Background: an optimization exercise with open tools, aiming at small area, a short achievable clock period and few clock cycles. Do not read the settings as production practice.
Where RTL was checked, it was by simulation tests only, not by an equivalence proof against the original.
Power and IR drop assume default switching activity.

## alpha
==> flow/design.v <==
module anc_w334_to_gump (
    input  wire        clk,
    input  wire        rst,
    input  wire        in_valid,
    output wire        in_ready,
    input  wire [31:0] in_data,
    input  wire        in_two,
    input  wire        in_last,
    input  wire [12:0] in_loc,
    output wire        out_valid,
    input  wire        out_ready,
    output wire [31:0] out_data,
    output wire [1:0]  out_cnt
);
    localparam S  = 133;         
    localparam [7:0] SM1 = S - 1;
    localparam [7:0] TAP = S - 3;   
    reg  [15:0] ring [0:S-1];
    wire [15:0] rw = ring[S-1];      
    wire [15:0] rt = ring[TAP];      
    function [7:0] modinc(input [7:0] x);
        modinc = (x == SM1) ? 8'd0 : x + 8'd1;
    endfunction
    reg [12:0] q_loc0, q_loc1;
    reg [7:0]  qa1;
    reg [1:0]  q_cnt;
    reg [7:0]  hage;
    reg        hread;            
    reg        patch;            
    reg        h_tap;            
    wire       patch0 = patch && (hage[7:3] == 5'd0);
    wire [15:0] ploc  = {3'b000, q_loc0};
    reg  [7:0] p_r;                  
    reg        r_at;                 
    reg  [7:0] occ;                  
    reg        occ_z, occ_S;         
    reg  [5:0] ccnt;                 
    reg        c_z;                  
    reg  [7:0] rj;                   
    reg        r_start;              
    reg  [7:0] rlast;                
    reg        rpar;                 
    reg  [7:0] rsum;
    reg  [6:0] rline;
    reg        ovalid;               
    reg  [15:0] odata;
    reg        ocnt;
    reg        svalid;               
    reg  [15:0] sdata;
    reg        scnt;
    wire r_byp   = r_start && c_z && h_tap;
    wire r_ok    = !r_start || !c_z || h_tap;
    wire rd      = r_at && !occ_z && r_ok && !svalid;
    wire r_fin   = (rj == rlast) && (rj[7:2] != 6'd0 || rj[1:0] == 2'd3);
    wire [12:0] rloc = c_z ? q_loc0 : rt[12:0];
    wire [7:0]  rsum_a = rsum + rt[7:0];
    wire [7:0]  rsum_b = rsum_a + rt[15:8];
    reg  [15:0] rdata;
    reg         rcnt;
    always @(*) begin
        rcnt  = 1'b1;
        case (rj)
            8'd0:    rdata = {2'b10, rloc[11], rloc[12], rloc[10:7], 8'hFF};
            8'd1:    rdata = {rt[15:8], 1'b0, rline};
            8'd2:    rdata = rt;
            default: begin
                if (!r_fin)
                    rdata = rt;
                else if (rpar)
                    rdata = {rsum_a, rt[7:0]};
                else begin
                    rdata = {8'h00, rsum};
                    rcnt  = 1'b0;
                end
            end
        endcase
    end
    wire load_o = !ovalid || out_ready;
    reg        in_ready_r;
    reg  [7:0] p_w;                  
    reg        w_at;                 
    reg  [8:0] wcount;               
    reg  [7:0] lo;                   
    reg        flushp;               
    reg  [8:0] rem;                  
    reg  [7:0] hcur;                 
    reg  [7:0] nsw;                  
    reg        rej_r;                
    reg        ibv;
    reg  [7:0] wa, wb;
    reg        in2, inl;
    reg [12:0] ib_loc;
    assign in_ready = in_ready_r;
    wire take = in_valid && in_ready_r;
    wire       has_lo  = wcount[0];
    wire       discard = (wcount >= 9'd262);
    wire       nsw_z   = (nsw == 8'd0);
    wire eq1  = (rem == 9'd1);
    wire eq2  = (rem == 9'd2);
    wire dc_k = (wcount >= 9'd6);
    wire w5   = (wcount == 9'd5);
    wire len_ok = dc_k ? (in2 ? eq2 : eq1) : (w5 && in2 && (wa == 8'd0));
    wire can_proc = !rej_r && !flushp && !(inl && q_cnt == 2'd2) &&
                    (discard || (w_at && !occ_S));
    wire consume = ibv && can_proc;
    wire [8:0] rem_m1 = rem - 9'd1;
    wire [8:0] rem_m2 = rem - 9'd2;
    wire end_pkt = consume && inl;
    wire reject  = end_pkt && (discard || !len_ok);
    wire accept  = end_pkt && !reject;
    wire bw       = has_lo || in2 || inl;               
    wire wr_beat  = consume && !discard && bw;
    wire wr_flush = flushp && !rej_r && w_at && !occ_S;
    wire wr       = wr_beat || wr_flush;
    wire [15:0] wslot = has_lo ? {wa, lo} : {wb, wa};
    wire        is_h  = (wcount[8:1] == 8'd0);          
    wire [15:0] wslot_m = {wslot[15:13], is_h ? 13'd0 : wslot[12:0]};
    always @(posedge clk)
        ring[0] <= wr_beat ? wslot_m : (rw | (patch0 ? ploc : 16'd0));
    genvar gi;
    generate
        for (gi = 1; gi < S; gi = gi + 1) begin : g_ring
            if (gi % 8 == 0) begin : g_patch
                wire sel = patch && (hage[7:3] == gi / 8);
                always @(posedge clk)
                    ring[gi] <= ring[gi-1] | (sel ? ploc : 16'd0);
            end else begin : g_plain
                always @(posedge clk)
                    ring[gi] <= ring[gi-1];
            end
        end
    endgenerate
    wire       pop   = patch;
    wire       c_inc = patch && !hread;
    wire       c_dec = rd && r_start && !r_byp;
    wire [5:0] ccnt_n = (c_inc && !c_dec) ? ccnt + 6'd1 :
                        (c_dec && !c_inc) ? ccnt - 6'd1 : ccnt;
    wire [7:0] hpos   = hcur;                          
    wire [7:0] occ_p1 = occ + 8'd1;
    wire [7:0] occ_m1 = occ - 8'd1;
    wire [7:0] occ_r  = occ - nsw;                     
    wire [7:0] occ_rm = occ_r - 8'd1;
    wire [7:0] occ_n  = rej_r ? (rd ? occ_rm : occ_r) :
                        (wr && !rd) ? occ_p1 :
                        (rd && !wr) ? occ_m1 : occ;
    wire flushp_n = (flushp && !wr_flush && !rej_r) || (accept && has_lo && in2);
    wire [7:0] nsw_n = (accept || rej_r) ? 8'd0 : wr_beat ? nsw + 8'd1 : nsw;
    wire realign  = occ_z && !wr && !rej_r && (nsw_n == 8'd0) && !flushp_n;
    wire [7:0] p_w_inc = (p_w == SM1) ? 8'd0 : p_w + 8'd1;
    wire [7:0] p_r_inc = (p_r == SM1) ? 8'd0 : p_r + 8'd1;
    wire [7:0] p_w_n   = realign ? SM1 : rej_r ? hpos : wr ? p_w : p_w_inc;
    wire [7:0] p_r_n   = realign ? SM1 : rd ? p_r : p_r_inc;
    wire [8:0] wc_p1 = wcount + 9'd1;
    wire [8:0] wc_p2 = wcount + 9'd2;
    wire [8:0] wcount_n = end_pkt ? 9'd0 :
                          (consume && !discard) ? (in2 ? wc_p2 : wc_p1) : wcount;
    wire [1:0] q_left  = q_cnt - {1'b0, pop};          
    wire [1:0] q_cnt_n = q_left + {1'b0, accept};
    wire [7:0] rj_n = rd ? (r_fin ? 8'd0 : rj + 8'd1) : rj;
    wire [7:0] hage_inc = modinc(hage);
    wire [7:0] qa1_inc  = modinc(qa1);
    wire [7:0] hcur_inc = modinc(hcur);
    wire       from1    = pop && (q_cnt != 2'd1);
    wire       fromw    = !from1 && (q_left == 2'd0);
    wire [7:0] hage_n   = from1 ? qa1_inc : fromw ? hcur_inc : hage_inc;
    wire [7:0] qa1_n    = (accept && q_left == 2'd1) ? hcur_inc : qa1_inc;
    wire [7:0] hcur_n   = (wr_beat && nsw_z) ? 8'd1 : hcur_inc;
    wire       q_head_n = (q_cnt_n != 2'd0);
    wire occ_1      = (occ == 8'd1);
    wire occ_Sm1    = (occ == SM1);
    wire occ_z_n    = rej_r ? ((occ_r == 8'd0) || ((occ_r == 8'd1) && rd)) :
                      (occ_z && (wr == rd)) || (occ_1 && rd && !wr);
    wire occ_S_n    = !rej_r && ((occ_S && (wr == rd)) || (occ_Sm1 && wr && !rd));
    wire w_at_n     = (p_w_n == SM1);
    wire ibv_n      = take || (ibv && !consume);
    wire inl_n      = take ? in_last : inl;
    wire proc_pre_n = !reject && !flushp_n && !(inl_n && q_cnt_n == 2'd2);
    wire disc_n     = !end_pkt && (discard || (consume && ((wcount >= 9'd261) ||
                                                            (in2 && wcount == 9'd260))));
    wire full_p     = !rej_r && (occ_S || (occ_Sm1 && wr));
    wire can_proc_p = proc_pre_n && (disc_n || (w_at_n && !full_p));
    always @(posedge clk) begin
        if (rst) begin
            q_cnt      <= 2'd0;
            hread      <= 1'b0;
            patch      <= 1'b0;
            h_tap      <= 1'b0;
            p_r        <= SM1;
            r_at       <= 1'b0;
            occ        <= 8'd0;
            occ_z      <= 1'b1;
            occ_S      <= 1'b0;
            ccnt       <= 6'd0;
            c_z        <= 1'b1;
            rj         <= 8'd0;
            r_start    <= 1'b1;
            ovalid     <= 1'b0;
            svalid     <= 1'b0;
            p_w        <= SM1;
            w_at       <= 1'b1;
            wcount     <= 9'd0;
            flushp     <= 1'b0;
            nsw        <= 8'd0;
            rej_r      <= 1'b0;
            ibv        <= 1'b0;
            in_ready_r <= 1'b1;
        end else begin
            if (pop)
                q_loc0 <= q_loc1;
            if (accept) begin
                if (q_left == 2'd0)
                    q_loc0 <= ib_loc;
                else
                    q_loc1 <= ib_loc;
            end
            qa1   <= qa1_n;
            q_cnt <= q_cnt_n;
            hage  <= hage_n;
            patch <= q_head_n && (hage_n[2:0] == 3'd0);
            h_tap <= q_head_n && (from1 ? (qa1 == TAP) : fromw ? (hcur == TAP) : (hage == TAP));
            if (pop)
                hread <= 1'b0;
            else if (rd && r_byp)
                hread <= 1'b1;
            ccnt <= ccnt_n;
            c_z  <= (ccnt_n == 6'd0);
            ovalid <= (ovalid && !out_ready) || svalid || rd;
            svalid <= ovalid && !out_ready && (svalid || rd);
            if (load_o) begin
                odata <= svalid ? sdata : rdata;
                ocnt  <= svalid ? scnt : rcnt;
            end
            if (ovalid && !out_ready && rd) begin
                sdata <= rdata;
                scnt  <= rcnt;
            end
            if (rd) begin
                case (rj)
                    8'd0: rline <= rloc[6:0];
                    8'd1: rsum  <= rt[15:8];
                    8'd2: begin
                        rsum  <= rsum_b;
                        rlast <= {1'b0, rt[15:9]} + 8'd3;
                        rpar  <= rt[8];
                    end
                    default: rsum <= rsum_b;
                endcase
            end
            rj      <= rj_n;
            r_start <= (rj_n == 8'd0);
            occ     <= occ_n;
            occ_z   <= occ_z_n;
            occ_S   <= occ_S_n;
            p_r     <= p_r_n;
            r_at    <= (p_r_n == TAP);
            if (consume)
                lo <= has_lo ? wb : wa;
            if (consume) begin
                if (w5)
                    rem <= in2 ? {1'b0, wa} : {1'b0, wa} + 9'd1;
                else if (in2 && (wcount == 9'd4))
                    rem <= {1'b0, wb} + 9'd1;
                else
                    rem <= in2 ? rem_m2 : rem_m1;
            end
            hcur <= hcur_n;
            wcount   <= wcount_n;
            nsw      <= nsw_n;
            flushp   <= flushp_n;
            rej_r    <= reject;
            p_w      <= p_w_n;
            w_at     <= w_at_n;
            ibv      <= ibv_n;
            in_ready_r <= !ibv_n || can_proc_p;
        end
    end
    always @(posedge clk) begin
        if (!ibv || consume) begin
            wa     <= in_data[7:0];
            wb     <= in_data[23:16];
            in2    <= in_two;
            inl    <= in_last;
            ib_loc <= in_loc;
        end
    end
    assign out_valid = ovalid;
    assign out_data  = {16'b0, odata};
    assign out_cnt   = {1'b0, ocnt};
endmodule
==> flow/config.mk <==
export PLATFORM = sky130hd
export DESIGN_NAME = anc_w334_to_gump
export DESIGN_NICKNAME = anc_w334_to_gump
export VERILOG_FILES = /design/flow/design.v
export SDC_FILE = /design/flow/constraint.sdc
export NUM_CORES = 4
export LEC_CHECK = 0
export ABC_CLOCK_PERIOD_IN_PS = 3000
export CAP_MARGIN = 20
export CORE_MARGIN = 2
export CORE_UTILIZATION = 40
export CTS_CLUSTER_DIAMETER = 100
export CTS_CLUSTER_SIZE = 26
export SLEW_MARGIN = 20
==> flow/constraint.sdc <==
create_clock -name core_clock -period 10.0 [get_ports {clk}]
set_input_delay 2.0000 -clock core_clock [delete_from_list [all_inputs] [get_ports {clk}]]
set_output_delay 2.0000 -clock core_clock [all_outputs]
set_load 0.01 [all_outputs]
standard.sh (not shown) runs the stock make flow with config.mk's settings and CLKGATE_MAP_FILE= SYNTH_SCRIPT=/design/flow/synth_recipe.tcl, a recipe that flattens the netlist after the stock synthesis.
==> flow/flow/run.sh <==
#!/bin/bash
set -euo pipefail
export SETUP_SLACK_MARGIN=6
export BUFFER_PORTS_ARGS="-buffer_cell sky130_fd_sc_hd__buf_4"
bash standard.sh > standard.log 2>&1
Input changes introduced in beta (baseline for comparison: alpha):
-- flow/design.v --
<<< alpha, line 276
    end
    always @(posedge clk) begin
        if (!ibv || consume) begin
            wa     <= in_data[7:0];
            wb     <= in_data[23:16];
>>> beta, line 276
    end
    always @(posedge clk) begin
        if (in_ready_r) begin
            wa     <= in_data[7:0];
            wb     <= in_data[23:16];
Summary of beta over alpha: multi-input combinational cell count -about 0.32%, hold slack decreased by 8.5 ps relative to the old numbers.
[compare] base=alpha new=beta: count of antenna diodes in the layout rose 1, via count ~0 delta, core utilization ~0 delta, share of the final layout cell area in sequential cells ~0 delta, non-clock buffer count in the final layout went up.
Diff alpha -> beta | final setup slack of the worst path | decrease of 74 ps
On area used by multi-input combinational logic: between beta and alpha, it ends up higher for alpha.
Function was not checked in any run of this note: the RTL went through the layout flow alone.

* * *

the previous run:
Another version of the RTL of anc_w334_to_gump (not shown whole).
For scale: about 3700 cells after synthesis, ~2300 flip-flops, ~87 I/O pins.
export LEC_CHECK = 0
export ABC_CLOCK_PERIOD_IN_PS = 3000
export CAP_MARGIN = 20
export CORE_MARGIN = 2
export CORE_UTILIZATION = 40
export CTS_CLUSTER_DIAMETER = 100
export CTS_CLUSTER_SIZE = 26
export SLEW_MARGIN = 20
create_clock -name core_clock -period 10.0 [get_ports {clk}]
Scripts as last shown in full above: flow/flow/run.sh
The previous run finished end to end and its layout was clean on timing, DRC and antenna.
Testbench counts of the previous run, summed over its fixed seeds: cycles 17,261.
The following lists how the current run was set up differently from the previous run:
--- a/flow/design.v
+++ b/flow/design.v
@@ -9,18 +9,18 @@
     input  wire [12:0] in_loc,
     output wire        out_valid,
     input  wire        out_ready,
     output wire [31:0] out_data,
     output wire [1:0]  out_cnt
 );
-    localparam S  = 132;         
+    localparam S  = 133;         
     localparam [7:0] SM1 = S - 1;
-    localparam [7:0] SM2 = S - 2;
+    localparam [7:0] TAP = S - 3;   
     reg  [15:0] ring [0:S-1];
     wire [15:0] rw = ring[S-1];      
-    wire [15:0] rt = ring[S-2];      
+    wire [15:0] rt = ring[TAP];      
     function [7:0] modinc(input [7:0] x);
         modinc = (x == SM1) ? 8'd0 : x + 8'd1;
     endfunction
     reg [12:0] q_loc0, q_loc1;
     reg [7:0]  qa1;
     reg [1:0]  q_cnt;
@@ -59,13 +59,12 @@
     reg  [7:0] lo;                   
     reg        flushp;               
     reg  [8:0] rem;                  
     reg  [7:0] hcur;                 
     reg  [7:0] nsw;                  
     reg        rej_r;                
-    reg        can_proc;             
     reg        ibv;
     reg  [7:0] wa, wb;
     reg        in2, inl;
     reg [12:0] ib_loc;
     assign in_ready = in_ready_r;
     wire take = in_valid && in_ready_r;
@@ -74,12 +73,14 @@
     wire       nsw_z   = (nsw == 8'd0);
     wire eq1  = (rem == 9'd1);
     wire eq2  = (rem == 9'd2);
     wire dc_k = (wcount >= 9'd6);
     wire w5   = (wcount == 9'd5);
     wire len_ok = dc_k ? (in2 ? eq2 : eq1) : (w5 && in2 && (wa == 8'd0));
+    wire can_proc = !rej_r && !flushp && !(inl && q_cnt == 2'd2) &&
+                    (discard || (w_at && !occ_S));
     wire consume = ibv && can_proc;
     wire [8:0] rem_m1 = rem - 9'd1;
     wire [8:0] rem_m2 = rem - 9'd2;
     wire end_pkt = consume && inl;
     wire reject  = end_pkt && (discard || !len_ok);
     wire accept  = end_pkt && !reject;
@@ -138,18 +139,25 @@
     wire       from1    = pop && (q_cnt != 2'd1);
     wire       fromw    = !from1 && (q_left == 2'd0);
     wire [7:0] hage_n   = from1 ? qa1_inc : fromw ? hcur_inc : hage_inc;
     wire [7:0] qa1_n    = (accept && q_left == 2'd1) ? hcur_inc : qa1_inc;
     wire [7:0] hcur_n   = (wr_beat && nsw_z) ? 8'd1 : hcur_inc;
     wire       q_head_n = (q_cnt_n != 2'd0);
-    wire occ_S_n    = (occ_n == S);
+    wire occ_1      = (occ == 8'd1);
+    wire occ_Sm1    = (occ == SM1);
+    wire occ_z_n    = rej_r ? ((occ_r == 8'd0) || ((occ_r == 8'd1) && rd)) :
+                      (occ_z && (wr == rd)) || (occ_1 && rd && !wr);
+    wire occ_S_n    = !rej_r && ((occ_S && (wr == rd)) || (occ_Sm1 && wr && !rd));
     wire w_at_n     = (p_w_n == SM1);
     wire ibv_n      = take || (ibv && !consume);
     wire inl_n      = take ? in_last : inl;
-    wire can_proc_n = !reject && !flushp_n && !(inl_n && q_cnt_n == 2'd2) &&
-                      ((wcount_n >= 9'd262) || (w_at_n && !occ_S_n));
+    wire proc_pre_n = !reject && !flushp_n && !(inl_n && q_cnt_n == 2'd2);
+    wire disc_n     = !end_pkt && (discard || (consume && ((wcount >= 9'd261) ||
+                                                            (in2 && wcount == 9'd260))));
+    wire full_p     = !rej_r && (occ_S || (occ_Sm1 && wr));
+    wire can_proc_p = proc_pre_n && (disc_n || (w_at_n && !full_p));
     always @(posedge clk) begin
         if (rst) begin
             q_cnt      <= 2'd0;
             hread      <= 1'b0;
             patch      <= 1'b0;
             h_tap      <= 1'b0;
@@ -166,13 +174,12 @@
             p_w        <= SM1;
             w_at       <= 1'b1;
             wcount     <= 9'd0;
             flushp     <= 1'b0;
             nsw        <= 8'd0;
             rej_r      <= 1'b0;
-            can_proc   <= 1'b1;
             ibv        <= 1'b0;
             in_ready_r <= 1'b1;
         end else begin
             if (pop)
                 q_loc0 <= q_loc1;
             if (accept) begin
@@ -182,13 +189,13 @@
                     q_loc1 <= ib_loc;
             end
             qa1   <= qa1_n;
             q_cnt <= q_cnt_n;
             hage  <= hage_n;
             patch <= q_head_n && (hage_n[2:0] == 3'd0);
-            h_tap <= q_head_n && (from1 ? (qa1 == SM2) : fromw ? (hcur == SM2) : (hage == SM2));
+            h_tap <= q_head_n && (from1 ? (qa1 == TAP) : fromw ? (hcur == TAP) : (hage == TAP));
             if (pop)
                 hread <= 1'b0;
             else if (rd && r_byp)
                 hread <= 1'b1;
             ccnt <= ccnt_n;
             c_z  <= (ccnt_n == 6'd0);
@@ -225,16 +232,16 @@
                     end
                 endcase
             end
             rj      <= rj_n;
             r_start <= (rj_n == 8'd0);
             occ     <= occ_n;
-            occ_z   <= (occ_n == 8'd0);
+            occ_z   <= occ_z_n;
             occ_S   <= occ_S_n;
             p_r     <= p_r_n;
-            r_at    <= (p_r_n == SM2);
+            r_at    <= (p_r_n == TAP);
             if (consume)
                 lo <= has_lo ? wb : wa;
             if (consume) begin
                 if (w5)
                     rem <= in2 ? {1'b0, wa} : {1'b0, wa} + 9'd1;
                 else if (in2 && (wcount == 9'd4))
@@ -246,15 +253,14 @@
             wcount   <= wcount_n;
             nsw      <= nsw_n;
             flushp   <= flushp_n;
             rej_r    <= reject;
             p_w      <= p_w_n;
             w_at     <= w_at_n;
-            can_proc <= can_proc_n;
             ibv      <= ibv_n;
-            in_ready_r <= !ibv_n || can_proc_n;
+            in_ready_r <= !ibv_n || can_proc_p;
         end
     end
     always @(posedge clk) begin
         if (in_ready_r) begin
             wa     <= in_data[7:0];
             wb     <= in_data[23:16];
Findings:
- Compared with the previous run, the current run shows worst ir drop on vdd lower by about 5.4%.
- Between the previous run and the current run, the difference in final core utilization is negligible.
- out_ready as the startpoint of the most critical setup path was reported by the current run, and wcount[0] by the previous run.
- On count of buffers not belonging to the clock network in the layout: between the previous run and the current run, it ends up lower for the current run.
- There was hardly any difference in die outline height between the previous run and the current run.
- Comparing the previous run with the current run, the gate count after technology mapping came out essentially unchanged.
- The current run against the previous run: via count decreased 183, buffering overhead essentially unchanged, power decreased 0.064 mW.
- The via density per instance in the current run sits 0.77% below the value recorded for the previous run.
- The current run against the previous run: required time at the worst-slack endpoint rose 0.02 ns, share of total power in combinational logic fell 0.8 points, sequential cell count grew by 15, setup slack now sits lower, clock buffer instance count of the final layout decreased by 5 relative to the old numbers.
The RTL of the current run was laid out without a check of its function.

## what the ideal ports hide
In the flow no input, the clock included, has a driving cell. The finished layouts below were timed again as built, in two steps. Step 1 assumes that a clkbuf_16 drives the clock port and a buf_2 every other input. Step 2 adds t to the input delays and takes it off the output delays; t is the mean of the earliest and latest rising clock arrival at the registers after step 1. Input paths then give back, and output paths get back, about the clock's delay inside the block. Slacks: ideal / step 1 / step 2; pairs: ideal / step 1.
run	t, ns	setup WS [ns]	worst setup path after step 2
alpha	0.791	6.314 / 6.314 / 5.716	input to register
beta	0.789	6.239 / 6.171 / 5.774	input to register
the previous run	0.775	6.373 / 6.373 / 5.635	input to register
the current run	0.806	6.178 / 6.127 / 5.436	input to register
After both steps every run listed still meets setup and hold. The setup slack of the current run, which loses most, moves by -0.051 ns with the drivers and by -0.742 ns with both steps.
